From an optimization exercise on the open Yosys and OpenROAD flow, aimed at small area, a short achievable clock period and few clock cycles; shortcuts taken in it are not production practice.
Power is estimated from default activity; no workload was simulated.

==> flow/design.v <==
module s88_scanner (
    input  wire        clk,
    input  wire        rst,           
    input  wire        cmd_valid,
    input  wire        cmd_enable,
    input  wire [7:0]  cmd_mc,
    output wire        cmd_ready,
    output reg         req_valid,
    output reg         req_start,
    output reg  [5:0]  req_want,
    input  wire        bat_valid,
    input  wire [31:0] bat_value,
    input  wire [5:0]  bat_n,
    output reg         ev_valid,
    output reg  [7:0]  ev_addr,
    output wire [1:0]  ev_state,
    input  wire        ev_ready
);
    reg [31:0] w0, w1, w2, w3;
    reg [1:0]  ph;
    reg [2:0]  hw_w;                
    reg [4:0]  hw_b;
    reg        enabled;
    reg [3:0]  mcm;                 
    reg [1:0]  pq;                  
    reg        vld;                 
    reg        fast;
    reg        f1;                  
    reg        f2;                  
    reg [31:0] v;
    reg [5:0]  nv;                  
    reg [4:0]  sh;                  
    reg [4:0]  k;                   
    reg        kfin;                
    reg        ev_st;               
    reg        e1_v;                
    reg [7:0]  e1_addr;
    reg        e1_st;
    integer j;
    assign ev_state  = {ev_st, ~ev_st};
    assign cmd_ready = !vld;
    wire [1:0] lastw = mcm[3:2];
    wire       want_full = (pq != lastw) || (mcm[1:0] == 2'd3);
    wire [5:0] want = req_want;
    wire can = !e1_v;               
    wire [31:0] m = v ^ w0;
    reg  [31:0] pre;                
    always @* begin
        pre[0] = 1'b0;
        for (j = 1; j < 32; j = j + 1)
            pre[j] = pre[j-1] | m[j-1];
    end
    wire [31:0] lo    = m & ~pre;
    wire        any   = |m;
    wire        multi = |(m & pre);
    reg  [5:0]  idx1;               
    always @* begin
        idx1 = 6'd0;
        for (j = 0; j < 32; j = j + 1)
            if (lo[j]) idx1 = idx1 | (j + 1);
    end
    wire        f_act  = vld && fast;
    wire        f_emit = f_act && any && can;
    wire        f_done = f_act && f1 && can;
    wire        s_act  = vld && !fast && (sh == 5'd0) && !kfin;
    wire        s_in   = ({1'b0, k} < nv) && ((ph != lastw) || (k[4:3] <= mcm[1:0]));
    wire        s_unk  = (hw_w == {1'b0, ph}) && (k == hw_b);
    wire        s_chg  = s_in && (s_unk || (v[0] ^ w0[0]));
    wire        s_step = s_act && (!s_chg || can);
    wire        s_emit = s_act && s_chg && can;
    wire        s_nb   = s_in ? v[0] : w0[0];
    wire        s_done = vld && !fast && kfin;
    wire done = f_done || s_done;
    wire emit = f_emit || s_emit;
    wire [5:0] eoff  = fast ? idx1 : ({1'b0, k} + 6'd1);
    wire [7:0] eaddr = {{1'b0, ph} + {2'b00, eoff[5]}, eoff[4:0]};
    wire       est   = fast ? |(lo & v) : v[0];
    wire acc = req_valid && bat_valid;
    wire rot = done || (!vld && (ph != pq));
    wire       part_w = !bat_n[5];                  
    wire       ce_w   = part_w || (pq == lastw);
    wire       fast_w = !part_w && want_full && (hw_w > {1'b0, pq});
    wire [31:0] dn = bat_value ^ w1;
    reg  [31:0] t_any [0:5];
    reg  [31:0] t_mul [0:5];
    integer l;
    always @* begin
        for (j = 0; j < 32; j = j + 1) begin
            t_any[0][j] = dn[j];
            t_mul[0][j] = 1'b0;
        end
        for (l = 1; l < 6; l = l + 1)
            for (j = 0; j < 32; j = j + 1)
                if (j < (32 >> l)) begin
                    t_any[l][j] = t_any[l-1][2*j] | t_any[l-1][2*j+1];
                    t_mul[l][j] = t_mul[l-1][2*j] | t_mul[l-1][2*j+1]
                                | (t_any[l-1][2*j] & t_any[l-1][2*j+1]);
                end else begin
                    t_any[l][j] = 1'b0;
                    t_mul[l][j] = 1'b0;
                end
    end
    wire dn_le1 = !t_mul[5][0];
    wire dn_le2 = !t_mul[4][0] && !t_mul[4][1];
    wire       vld_n  = acc || (vld && !done);
    wire       fast_n = acc ? fast_w : fast;
    wire       f1_n   = acc ? (vld && fast_w && dn_le1) : (f1 || (f_act && (!multi || (f2 && f_emit))));
    wire       slot0  = !ev_valid || ev_ready;
    wire       evv_n  = slot0 ? (e1_v || emit) : 1'b1;
    wire       e1v_n  = slot0 ? 1'b0 : (e1_v || emit);
    wire       cmd_t  = cmd_valid && !vld;
    wire       en_cmd = cmd_t && cmd_enable && !enabled && cmd_mc >= 8'd1 && cmd_mc <= 8'd16;
    wire       en_n   = en_cmd || (enabled && !(cmd_t && !cmd_enable));
    wire [1:0] ph_n   = en_cmd ? 2'd0 : (rot ? ph + 2'd1 : ph);
    wire [1:0] pq_n   = en_cmd ? 2'd0 : (acc ? (ce_w ? 2'd0 : pq + 2'd1) : pq);
    wire [3:0] mcm_n  = en_cmd ? cmd_mc[3:0] - 4'd1 : mcm;
    wire       kfin_n = !acc && (kfin || (s_step && k == 5'd31));
    wire       rv_n   = en_n && (vld_n ? (((fast_n && f1_n && !e1v_n) || (!fast_n && kfin_n))
                                          && (ph_n + 2'd1 == pq_n))
                                       : (ph_n == pq_n));
    wire [31:0] hn = w0 ^ (lo & {32{f_emit}});
    always @(posedge clk) begin
        if (rot) begin
            w0 <= w1; w1 <= w2; w2 <= w3; w3 <= hn;
        end else if (s_step) begin
            w0 <= {s_nb, w0[31:1]};
        end else begin
            w0 <= hn;
        end
    end
    always @(posedge clk) begin
        fast <= fast_n;
        f1   <= f1_n;
        if (acc)
            f2 <= vld && fast_w && dn_le2;
        ph   <= ph_n;
        pq   <= pq_n;
        kfin <= kfin_n;
        if (acc) begin
            v    <= bat_value;
            nv   <= bat_n[5] ? 6'd32 : bat_n;
            sh   <= (part_w && bat_n[4:0] != 5'd0) ? (5'd0 - bat_n[4:0]) : 5'd0;
            k    <= 5'd0;
        end else if (vld && !fast && sh != 5'd0) begin
            v  <= {v[0], v[31:1]};
            sh <= sh - 5'd1;
        end else if (s_step) begin
            v  <= {v[0], v[31:1]};
            k  <= k + 5'd1;
        end
        if (slot0) begin
            if (e1_v) begin
                ev_addr <= e1_addr;
                ev_st   <= e1_st;
            end else if (emit) begin
                ev_addr <= eaddr;
                ev_st   <= est;
            end
        end
        if (emit && !slot0) begin
            e1_addr <= eaddr;
            e1_st   <= est;
        end
        if (s_step && s_in && s_unk)
            {hw_w, hw_b} <= {hw_w, hw_b} + 8'd1;
        mcm       <= mcm_n;
        req_start <= (pq_n == 2'd0);
        req_want  <= (pq_n != mcm_n[3:2]) ? 6'd32 : {3'd1 + {1'b0, mcm_n[1:0]}, 3'b000};
        if (en_cmd) begin
            hw_w <= 3'd0;
            hw_b <= 5'd0;
        end
    end
    always @(posedge clk) begin
        if (rst) begin
            enabled   <= 1'b0;
            vld       <= 1'b0;
            ev_valid  <= 1'b0;
            e1_v      <= 1'b0;
            req_valid <= 1'b0;
        end else begin
            enabled   <= en_n;
            vld       <= vld_n;
            ev_valid  <= evv_n;
            e1_v      <= e1v_n;
            req_valid <= rv_n;
        end
    end
endmodule
==> flow/config.mk <==
export PLATFORM = sky130hd
export DESIGN_NAME = s88_scanner
export DESIGN_NICKNAME = s88_scanner
export VERILOG_FILES = /design/flow/design.v
export SDC_FILE = /design/flow/constraint.sdc
export NUM_CORES = 4
export LEC_CHECK = 0
export CAP_MARGIN = 20
export CORE_MARGIN = 2
export CORE_UTILIZATION = 40
export SLEW_MARGIN = 20
==> flow/constraint.sdc <==
create_clock -name core_clock -period 10.0 [get_ports {clk}]
set_input_delay 2.0000 -clock core_clock [delete_from_list [all_inputs] [get_ports {clk}]]
set_output_delay 2.0000 -clock core_clock [all_outputs]
set_load 0.01 [all_outputs]
standard.sh (not shown) runs the stock make flow with config.mk's settings and CLKGATE_MAP_FILE= SYNTH_SCRIPT=/design/flow/synth_recipe.tcl, a recipe that flattens the netlist after the stock synthesis.
==> flow/flow/run.sh <==
#!/bin/bash
bash standard.sh SETUP_SLACK_MARGIN=6.5 "BUFFER_PORTS_ARGS=-buffer_cell sky130_fd_sc_hd__buf_1" CTS_CLUSTER_SIZE=20 CTS_CLUSTER_DIAMETER=150 finish > standard.log 2>&1
Edit:
--- a/flow/design.v
+++ b/flow/design.v
@@ -102,5 +102,8 @@
     end
     wire dn_le1 = !t_mul[5][0];
-    wire dn_le2 = !t_mul[4][0] && !t_mul[4][1];
+    wire [3:0] qa = t_any[3][3:0];
+    wire [3:0] qm = t_mul[3][3:0];
+    wire q_ge3 = (qa[0] & qa[1] & (qa[2] | qa[3])) | (qa[2] & qa[3] & (qa[0] | qa[1]));
+    wire dn_le2 = (!t_mul[4][0] && !t_mul[4][1]) || (qm == 4'd0 && !q_ge3);
     wire       vld_n  = acc || (vld && !done);
     wire       fast_n = acc ? fast_w : fast;
@@ -115,7 +118,5 @@
     wire [1:0] pq_n   = en_cmd ? 2'd0 : (acc ? (ce_w ? 2'd0 : pq + 2'd1) : pq);
     wire [3:0] mcm_n  = en_cmd ? cmd_mc[3:0] - 4'd1 : mcm;
-    wire       kfin_n = !acc && (kfin || (s_step && k == 5'd31));
-    wire       rv_n   = en_n && (vld_n ? (((fast_n && f1_n && !e1v_n) || (!fast_n && kfin_n))
-                                          && (ph_n + 2'd1 == pq_n))
+    wire       rv_n   = en_n && (vld_n ? (fast_n && f1_n && !e1v_n && (ph_n + 2'd1 == pq_n))
                                        : (ph_n == pq_n));
     wire [31:0] hn = w0 ^ (lo & {32{f_emit}});
@@ -136,5 +137,4 @@
         ph   <= ph_n;
         pq   <= pq_n;
-        kfin <= kfin_n;
         if (acc) begin
             v    <= bat_value;
@@ -142,4 +142,5 @@
             sh   <= (part_w && bat_n[4:0] != 5'd0) ? (5'd0 - bat_n[4:0]) : 5'd0;
             k    <= 5'd0;
+            kfin <= 1'b0;
         end else if (vld && !fast && sh != 5'd0) begin
             v  <= {v[0], v[31:1]};
@@ -148,4 +149,6 @@
             v  <= {v[0], v[31:1]};
             k  <= k + 5'd1;
+            if (k == 5'd31)
+                kfin <= 1'b1;
         end
         if (slot0) begin
=> The changed run produced a clean layout. Final cell count came out lower slightly. Maximum frequency came out lower by a few percent. Sequential share of layout area came out higher by 0.73 points. Final area came out lower slightly. Register-to-register slack stays flat. Power came out lower slightly. Routed wire length came out higher slightly. Core utilization came out lower by 0.50 points. Combinational power stays flat. Clock skew barely changes. Clock-buffer cell count stays the same. Die area came out lower slightly.
Function was not checked in any run of this note: the RTL went through the layout flow alone.

==> what the ideal ports hide <==
The flow's constraints put no driver on any port. The routed layouts listed below were extracted and timed again, unchanged, in two steps. Step 1 sets driving cells, clkbuf_16 on the clock port and buf_2 on the other inputs (assumed; they add their load-dependent delay and slew). Step 2 also shifts input and output timing later by t, the mid clock arrival at the registers, as if the neighbouring blocks saw the same clock. a / b / c = ideal ports / drivers / drivers and shift; a / b = the first two.
run | shift t [ns] | setup WS [ns] | worst setup path after step 2
the first run | 0.540 | 6.526 / 6.554 / 6.013 | input to register
the second run | 0.528 | 6.442 / 6.469 / 5.940 | input to register
After both steps setup and hold are still met in every run listed. For the first run, which loses most, drivers alone change the setup slack by +0.028 ns; drivers and shift together by -0.513 ns.
